What follows belongs to an exercise in optimizing a design on an open flow for small area, a short achievable clock period and few clock cycles per item; a production flow would make more cautious choices. Where RTL was checked, it was by simulation tests only, not by an equivalence proof against the original. No activity file was given, so power comes from the tool's default toggle rates.

==> inputs of run a <==
==> flow/design.v <==
module locate_sign (
    input  wire [63:0] phase,
    input  wire        q,
    output wire        e_pos,
    output wire        e_neg,
    output wire        finite
);
    localparam [62:0] T_UNWRAP    = 63'h4005FDBBE9BBA775;   
    localparam [62:0] DELTA       = 63'h3FD921FB54442D18;   
    localparam [62:0] P_SHIFT_POS = 63'h40178FDB9EFFEA47;   
    wire [62:0] m = phase[62:0];
    wire        s = phase[63];
    wire neg_band = (m > T_UNWRAP) && (m < P_SHIFT_POS);
    wire lt_delta = (m < DELTA);
    wire gt_delta = (m > DELTA);
    assign e_pos  = q & (s ? lt_delta : !neg_band);
    assign e_neg  = q & (s ? gt_delta : neg_band);
    assign finite = (phase[62:52] != 11'h7FF);
endmodule
module locate_corr #(
    parameter CW = 11               
) (
    input  wire                 clk,
    input  wire                 en,         
    input  wire                 clear,      
    input  wire [7:0]           kbm1,       
    input  wire                 start,      
    input  wire                 adv,        
    input  wire                 use_tap,    
    input  wire                 e_pos,
    input  wire                 e_neg,
    output reg  signed [CW-1:0] c
);
    localparam NW = 85;             
    function automatic [4:0] pack(input [1:0] t0, input [1:0] t1, input [1:0] t2);
        case ({t2[1], t2[0] & !t2[1], t1[1], t1[0] & !t1[1], t0[1], t0[0] & !t0[1]})
            {2'b00, 2'b00, 2'b00}: pack = 5'd0;
            {2'b00, 2'b00, 2'b01}: pack = 5'd1;
            {2'b00, 2'b00, 2'b10}: pack = 5'd2;
            {2'b00, 2'b01, 2'b00}: pack = 5'd3;
            {2'b00, 2'b01, 2'b01}: pack = 5'd4;
            {2'b00, 2'b01, 2'b10}: pack = 5'd5;
            {2'b00, 2'b10, 2'b00}: pack = 5'd6;
            {2'b00, 2'b10, 2'b01}: pack = 5'd7;
            {2'b00, 2'b10, 2'b10}: pack = 5'd8;
            {2'b01, 2'b00, 2'b00}: pack = 5'd9;
            {2'b01, 2'b00, 2'b01}: pack = 5'd10;
            {2'b01, 2'b00, 2'b10}: pack = 5'd11;
            {2'b01, 2'b01, 2'b00}: pack = 5'd12;
            {2'b01, 2'b01, 2'b01}: pack = 5'd13;
            {2'b01, 2'b01, 2'b10}: pack = 5'd14;
            {2'b01, 2'b10, 2'b00}: pack = 5'd15;
            {2'b01, 2'b10, 2'b01}: pack = 5'd16;
            {2'b01, 2'b10, 2'b10}: pack = 5'd17;
            {2'b10, 2'b00, 2'b00}: pack = 5'd18;
            {2'b10, 2'b00, 2'b01}: pack = 5'd19;
            {2'b10, 2'b00, 2'b10}: pack = 5'd20;
            {2'b10, 2'b01, 2'b00}: pack = 5'd21;
            {2'b10, 2'b01, 2'b01}: pack = 5'd22;
            {2'b10, 2'b01, 2'b10}: pack = 5'd23;
            {2'b10, 2'b10, 2'b00}: pack = 5'd24;
            {2'b10, 2'b10, 2'b01}: pack = 5'd25;
            {2'b10, 2'b10, 2'b10}: pack = 5'd26;
            default: pack = 5'd0;
        endcase
    endfunction
    function automatic [5:0] unpack(input [4:0] w);
        case (w)
            5'd0: unpack = {2'b00, 2'b00, 2'b00};
            5'd1: unpack = {2'b00, 2'b00, 2'b01};
            5'd2: unpack = {2'b00, 2'b00, 2'b10};
            5'd3: unpack = {2'b00, 2'b01, 2'b00};
            5'd4: unpack = {2'b00, 2'b01, 2'b01};
            5'd5: unpack = {2'b00, 2'b01, 2'b10};
            5'd6: unpack = {2'b00, 2'b10, 2'b00};
            5'd7: unpack = {2'b00, 2'b10, 2'b01};
            5'd8: unpack = {2'b00, 2'b10, 2'b10};
            5'd9: unpack = {2'b01, 2'b00, 2'b00};
            5'd10: unpack = {2'b01, 2'b00, 2'b01};
            5'd11: unpack = {2'b01, 2'b00, 2'b10};
            5'd12: unpack = {2'b01, 2'b01, 2'b00};
            5'd13: unpack = {2'b01, 2'b01, 2'b01};
            5'd14: unpack = {2'b01, 2'b01, 2'b10};
            5'd15: unpack = {2'b01, 2'b10, 2'b00};
            5'd16: unpack = {2'b01, 2'b10, 2'b01};
            5'd17: unpack = {2'b01, 2'b10, 2'b10};
            5'd18: unpack = {2'b10, 2'b00, 2'b00};
            5'd19: unpack = {2'b10, 2'b00, 2'b01};
            5'd20: unpack = {2'b10, 2'b00, 2'b10};
            5'd21: unpack = {2'b10, 2'b01, 2'b00};
            5'd22: unpack = {2'b10, 2'b01, 2'b01};
            5'd23: unpack = {2'b10, 2'b01, 2'b10};
            5'd24: unpack = {2'b10, 2'b10, 2'b00};
            5'd25: unpack = {2'b10, 2'b10, 2'b01};
            5'd26: unpack = {2'b10, 2'b10, 2'b10};
            default: unpack = 6'd0;
        endcase
    endfunction
    reg [1:0]    s0, s1;            
    reg [1:0]    ph;                
    reg [NW-1:0] plane [0:4];       
    reg [6:0]    rd_w;              
    reg [1:0]    rd_p;              
    reg [4:0]    tap_w;             
    reg [1:0]    tap_p;             
    wire [1:0] e_new = {e_neg, e_pos};
    wire       push  = ph[1];      
    wire [4:0] w_new = pack(s1, s0, e_new);
    wire [4:0] w_rd  = {plane[4][rd_w], plane[3][rd_w], plane[2][rd_w],
                        plane[1][rd_w], plane[0][rd_w]};
    wire       kb_small = (kbm1 < 8'd3);
    wire [1:0] t_sm  = (kbm1 == 8'd0) ? e_new : ((kbm1 == 8'd1) ? s0 : s1);
    integer i;
    always @(posedge clk) begin
        if (en) begin
            ph <= push ? 2'd0 : (ph[0] ? 2'd2 : 2'd1);
            s0 <= e_new;
            s1 <= s0;
            if (push) begin
                for (i = 0; i < 5; i = i + 1)
                    plane[i] <= {plane[i][NW-2:0], w_new[i]};
            end
            if (start) begin
                rd_w <= push ? 7'd0 : 7'h7F;
                rd_p <= ph;
            end else begin
                rd_w <= rd_w + {6'd0, push} - {6'd0, adv && rd_p[1]};
                if (adv)
                    rd_p <= rd_p[1] ? 2'd0 : (rd_p[0] ? 2'd2 : 2'd1);
            end
            tap_w <= kb_small ? pack(t_sm, 2'b00, 2'b00) : w_rd;
            tap_p <= kb_small ? 2'd0 : rd_p;
        end
    end
    wire [5:0] t_rd  = unpack(tap_w);
    wire [1:0] tap   = (tap_p == 2'd0) ? t_rd[1:0] :
                       ((tap_p == 2'd1) ? t_rd[3:2] : t_rd[5:4]);
    wire t_pos = use_tap & tap[0];
    wire t_neg = use_tap & tap[1];
    wire signed [3:0] tv    = t_pos ? 4'sd2 : (t_neg ? -4'sd2 : 4'sd0);
    wire signed [3:0] ev    = e_pos ? 4'sd1 : (e_neg ? -4'sd1 : 4'sd0);
    wire signed [3:0] delta = tv - ev;
    reg signed [3:0] d_r;
    always @(posedge clk) begin
        d_r <= en ? delta : 4'sd0;
        if (clear)
            c <= {CW{1'b0}};
        else
            c <= c + {{(CW-4){d_r[3]}}, d_r};
    end
endmodule
module wacs_locate (
    input  wire        clk,
    input  wire        rst,
    input  wire        cmd_valid,
    output wire        cmd_ready,
    input  wire [8:0]  cmd_kb,
    input  wire [15:0] cmd_len,
    input  wire        s_valid,
    output wire        s_ready,
    input  wire [63:0] s_phase,
    input  wire [63:0] s_mask,
    output reg         res_valid,
    output wire [1:0]  res_code,
    output wire [15:0] res_k0,
    output wire [15:0] res_first,
    output wire [15:0] res_peak
);
    localparam KB_MAX = 256;
    localparam CW     = 11;
    localparam [1:0] CODE_OK           = 2'd0;
    localparam [1:0] CODE_NO_DETECTION = 2'd1;
    localparam [1:0] CODE_INVALID      = 2'd2;
    reg  [15:0] rem;          
    reg         cmd_rdy;
    reg         s_rdy;
    assign cmd_ready = cmd_rdy;
    assign s_ready   = s_rdy;
    wire cmd_fire = cmd_valid && cmd_rdy;
    wire s_fire   = s_valid && s_rdy;
    wire rem_one  = (rem == 16'd1);
    wire len_zero = (cmd_len == 16'd0);
    always @(posedge clk) begin
        if (rst) begin
            cmd_rdy <= 1'b1;
            s_rdy   <= 1'b0;
        end else if (cmd_fire) begin
            cmd_rdy <= len_zero;
            s_rdy   <= !len_zero;
        end else if (s_fire && rem_one) begin
            cmd_rdy <= 1'b1;
            s_rdy   <= 1'b0;
        end
        if (cmd_fire)
            rem <= cmd_len;
        else if (s_fire)
            rem <= rem - 16'd1;
    end
    wire q_one = (s_mask == 64'd1);
    wire q_bad = (s_mask[63:1] != 63'd0);
    wire e_pos_w, e_neg_w, finite_w;
    locate_sign u_sign (
        .phase  (s_phase),
        .q      (q_one),
        .e_pos  (e_pos_w),
        .e_neg  (e_neg_w),
        .finite (finite_w)
    );
    reg       v0, c0, last0;
    reg       e_pos0, e_neg0, q0, bad0;
    reg       kb_bad0;
    reg [7:0] kbm1;           
    always @(posedge clk) begin
        if (rst) begin
            v0    <= 1'b0;
            c0    <= 1'b0;
            last0 <= 1'b0;
        end else begin
            v0    <= s_fire;
            c0    <= cmd_fire;
            last0 <= (s_fire && rem_one) || (cmd_fire && len_zero);
        end
        e_pos0 <= e_pos_w;
        e_neg0 <= e_neg_w;
        q0     <= q_one;
        bad0   <= !finite_w || q_bad;
        if (cmd_fire) begin
            kbm1    <= cmd_kb[7:0] - 8'd1;
            kb_bad0 <= (cmd_kb == 9'd0) || (cmd_kb > KB_MAX);
        end
    end
    reg  [15:0] kidx;         
    reg         seen;         
    reg  [1:0]  half;         
    reg  [7:0]  h;            
    reg         bad1;         
    reg         v1, v1w, found1, c1, last1;
    reg         v2w, found2, c2, last2, bad2;
    wire        active = seen || q0;
    wire signed [CW-1:0] c;
    locate_corr #(.CW(CW)) u_corr (
        .clk     (clk),
        .en      (v0),
        .clear   (c1),
        .kbm1    (kbm1),
        .start   (q0 && !seen),
        .adv     (half != 2'd0 || h == kbm1),
        .use_tap (half == 2'd1),
        .e_pos   (e_pos0),
        .e_neg   (e_neg0),
        .c       (c)
    );
    always @(posedge clk) begin
        if (rst) begin
            c1    <= 1'b0;
            last1 <= 1'b0;
            c2    <= 1'b0;
            last2 <= 1'b0;
        end else begin
            c1    <= c0;
            last1 <= last0;
            c2    <= c1;
            last2 <= last1;
        end
        v1     <= v0;
        v1w    <= v0 && active && (half != 2'd2);
        found1 <= v0 && q0 && !seen;
        v2w    <= v1w;
        found2 <= found1;
        bad2   <= bad1;
        if (c0) begin
            seen <= 1'b0;
            half <= 2'd0;
            h    <= 8'd0;
            bad1 <= kb_bad0;
        end else if (v0) begin
            if (bad0)
                bad1 <= 1'b1;
            if (q0)
                seen <= 1'b1;
            if (active) begin
                if (h == kbm1) begin
                    h <= 8'd0;
                    if (half != 2'd2)
                        half <= half + 2'd1;
                end else begin
                    h <= h + 8'd1;
                end
            end
        end
        if (c1)
            kidx <= 16'hFFFF;
        else if (v1)
            kidx <= kidx + 16'd1;
    end
    reg  [15:0] best_k;
    reg  signed [CW-1:0] best_c;
    reg  [15:0] first;
    reg  [1:0]  code;
    wire [CW-1:0] c_abs  = c[CW-1] ? -c : c;
    wire [CW-1:0] b_abs  = best_c[CW-1] ? -best_c : best_c;
    wire          better = v2w && (c_abs > b_abs);
    always @(posedge clk) begin
        if (rst)
            res_valid <= 1'b0;
        else
            res_valid <= last2;
        if (c2 || bad2) begin
            best_k   <= 16'd0;
            best_c   <= {CW{1'b0}};
            first    <= bad2 ? 16'h0000 : 16'hFFFF;
            code     <= bad2 ? CODE_INVALID : CODE_NO_DETECTION;
        end else begin
            if (found2) begin
                first <= kidx;
                code  <= CODE_OK;
            end
            if (better) begin
                best_k   <= kidx;
                best_c   <= c;
            end
        end
    end
    assign res_code  = code;
    assign res_k0    = best_k;
    assign res_first = first;
    assign res_peak  = {{(16-CW){best_c[CW-1]}}, best_c};
endmodule
==> flow/flow/run.sh <==
#!/bin/bash
# Standard layout, with timing repair aimed below the clock period and
# minimum-size port buffers (timing repair resizes the ones that matter).
set -euo pipefail
bash standard.sh finish SETUP_SLACK_MARGIN=7.6 \
    "BUFFER_PORTS_ARGS=-buffer_cell sky130_fd_sc_hd__buf_1" > make_finish.log 2>&1
==> flow/standard.sh <==
#!/bin/bash
# synth_recipe.tcl (not shown) runs the flow's synth.tcl, then flattens the netlist and writes it again
# the make line also repeats each setting of config.mk as NAME=value (left out here)
make -C /OpenROAD-flow-scripts/flow DESIGN_CONFIG=/design/flow/config.mk WORK_HOME=/design/flow/orfs CLKGATE_MAP_FILE= SYNTH_SCRIPT=/design/flow/synth_recipe.tcl "${@:-finish}"
==> flow/config.mk <==
export PLATFORM = sky130hd
export DESIGN_NAME = wacs_locate
export DESIGN_NICKNAME = wacs_locate
export VERILOG_FILES = /design/flow/design.v
export SDC_FILE = /design/flow/constraint.sdc
export NUM_CORES = 4
export LEC_CHECK = 0
export CAP_MARGIN = 20
export CORE_MARGIN = 2
export CORE_UTILIZATION = 40
export CTS_CLUSTER_DIAMETER = 60
export CTS_CLUSTER_SIZE = 30
export SLEW_MARGIN = 20
==> flow/constraint.sdc <==
create_clock -name core_clock -period 11.0 [get_ports {clk}]
set_input_delay 2.2000 -clock core_clock [delete_from_list [all_inputs] [get_ports {clk}]]
set_output_delay 2.2000 -clock core_clock [all_outputs]
set_load 0.01 [all_outputs]
==> run b: changes against run a <==
--- a/flow/design.v
+++ b/flow/design.v
@@ -1,6 +1,6 @@
 module locate_sign (
+    input  wire        clk,
     input  wire [63:0] phase,
-    input  wire        q,
-    output wire        e_pos,
-    output wire        e_neg,
+    output wire        pos,
+    output wire        neg,
     output wire        finite
@@ -10,9 +10,29 @@
     localparam [62:0] P_SHIFT_POS = 63'h40178FDB9EFFEA47;   
-    wire [62:0] m = phase[62:0];
-    wire        s = phase[63];
-    wire neg_band = (m > T_UNWRAP) && (m < P_SHIFT_POS);
-    wire lt_delta = (m < DELTA);
-    wire gt_delta = (m > DELTA);
-    assign e_pos  = q & (s ? lt_delta : !neg_band);
-    assign e_neg  = q & (s ? gt_delta : neg_band);
+    wire [31:0] m_hi = phase[62:31];
+    wire [30:0] m_lo = phase[30:0];
+    reg s;
+    reg t_gt_hi, t_eq_hi, t_gt_lo;              
+    reg p_lt_hi, p_eq_hi, p_lt_lo;              
+    reg d_gt_hi, d_eq_hi, d_gt_lo, d_eq_lo;     
+    always @(posedge clk) begin
+        s       <= phase[63];
+        t_gt_hi <= (m_hi > T_UNWRAP[62:31]);
+        t_eq_hi <= (m_hi == T_UNWRAP[62:31]);
+        t_gt_lo <= (m_lo > T_UNWRAP[30:0]);
+        p_lt_hi <= (m_hi < P_SHIFT_POS[62:31]);
+        p_eq_hi <= (m_hi == P_SHIFT_POS[62:31]);
+        p_lt_lo <= (m_lo < P_SHIFT_POS[30:0]);
+        d_gt_hi <= (m_hi > DELTA[62:31]);
+        d_eq_hi <= (m_hi == DELTA[62:31]);
+        d_gt_lo <= (m_lo > DELTA[30:0]);
+        d_eq_lo <= (m_lo == DELTA[30:0]);
+    end
+    wire gt_t     = t_gt_hi || (t_eq_hi && t_gt_lo);
+    wire lt_p     = p_lt_hi || (p_eq_hi && p_lt_lo);
+    wire neg_band = gt_t && lt_p;
+    wire gt_delta = d_gt_hi || (d_eq_hi && d_gt_lo);
+    wire eq_delta = d_eq_hi && d_eq_lo;
+    wire lt_delta = !gt_delta && !eq_delta;
+    assign pos    = s ? lt_delta : !neg_band;
+    assign neg    = s ? gt_delta : neg_band;
     assign finite = (phase[62:52] != 11'h7FF);
@@ -107,2 +127,3 @@
     wire       push  = ph[1];      
+    wire       back  = adv && rd_p[1];   
     wire [4:0] w_new = pack(s1, s0, e_new);
@@ -126,3 +147,3 @@
             end else begin
-                rd_w <= rd_w + {6'd0, push} - {6'd0, adv && rd_p[1]};
+                rd_w <= rd_w + {{6{back && !push}}, back ^ push};
                 if (adv)
@@ -200,8 +221,8 @@
     wire q_bad = (s_mask[63:1] != 63'd0);
-    wire e_pos_w, e_neg_w, finite_w;
+    wire pos0, neg0, finite_w;
     locate_sign u_sign (
+        .clk    (clk),
         .phase  (s_phase),
-        .q      (q_one),
-        .e_pos  (e_pos_w),
-        .e_neg  (e_neg_w),
+        .pos    (pos0),
+        .neg    (neg0),
         .finite (finite_w)
@@ -209,3 +230,5 @@
     reg       v0, c0, last0;
-    reg       e_pos0, e_neg0, q0, bad0;
+    reg       q0, bad0;
+    wire      e_pos0 = q0 && pos0;
+    wire      e_neg0 = q0 && neg0;
     reg       kb_bad0;
@@ -222,4 +245,2 @@
         end
-        e_pos0 <= e_pos_w;
-        e_neg0 <= e_neg_w;
         q0     <= q_one;
--- a/flow/config.mk
+++ b/flow/config.mk
@@ -10,4 +10,4 @@
 export CORE_UTILIZATION = 40
-export CTS_CLUSTER_DIAMETER = 60
-export CTS_CLUSTER_SIZE = 30
+export CTS_CLUSTER_DIAMETER = 70
+export CTS_CLUSTER_SIZE = 25
 export SLEW_MARGIN = 20
==> results.txt <==
multiplexer share of the synthesized area 0.0997; min Tclk post-route 3.67 ns; Power Clock 1.71 mW; Hold WS 0.343 ns; Non-CTS inverters 40; crit-path leading delay family simple AND/OR/NAND/NOR gates; synth-to-layout area growth 14.1%; Switching Fraction 0.254; cell count after placement 2750; RD Place Congestion 0.926; Synth Area in Adders 0.0242; Post-CTS Setup Bufs 9; tap cells 846; simple-gate area share of the yosys netlist 0.102; status finished clean; post-layout util 0.460; Pleak 8.80 nW
# the run above: run a

==> results.txt <==
Pleak 8.67 nW; synth-to-layout area growth 11.2%; #MultiIn Comb 1069; Post-CTS Setup Bufs 3; post-layout util 0.447; crit-path leading delay family flip-flops; Switching Fraction 0.231; RD Place Congestion 0.837; commonest non-fill, non-tap cell in the layout edfxtp_1; Hold WS 0.331 ns; Non-CTS inverters 36; Synth Area in Adders 0.0212; multiplexer share of the synthesized area 0.112; status finished clean; simple-gate area share of the yosys netlist 0.102; Power Clock 1.46 mW; tap cells 855
# the run above: run b

Testbench counts of run b, summed over its fixed seeds: cycles 134,876, items 134,660.
Function not checked in run a: the RTL went through the layout flow alone.

-- re-timing with driven ports --
No port has a modelled driver above. Below, the same layouts with a new extraction and two added sets of constraints.
Step 1: set_driving_cell puts a clkbuf_16 on clk and a buf_2 on each other input, an assumption about the parent block.
Step 2 times the ports against the registers' clock, not the clock port: input delays grow and output delays shrink by t, the midpoint of the rising clock arrivals with the driver on.
a / b / c = ideal / step 1 / step 2; a / b = the first two.
run | t, ns | setup slack, ns | latest minus earliest clock arrival (ns) | pins driven straight from the clock port
run a | 0.633 | 7.328 / 7.351 / 6.718 | 0.040 / 0.040 | 1
run b | 0.633 | 7.659 / 7.601 / 7.224 | 0.041 / 0.041 | 1
After both steps setup and hold are still met in every run listed. For run a, which loses most, drivers alone change the setup slack by +0.023 ns; drivers and shift together by -0.610 ns.
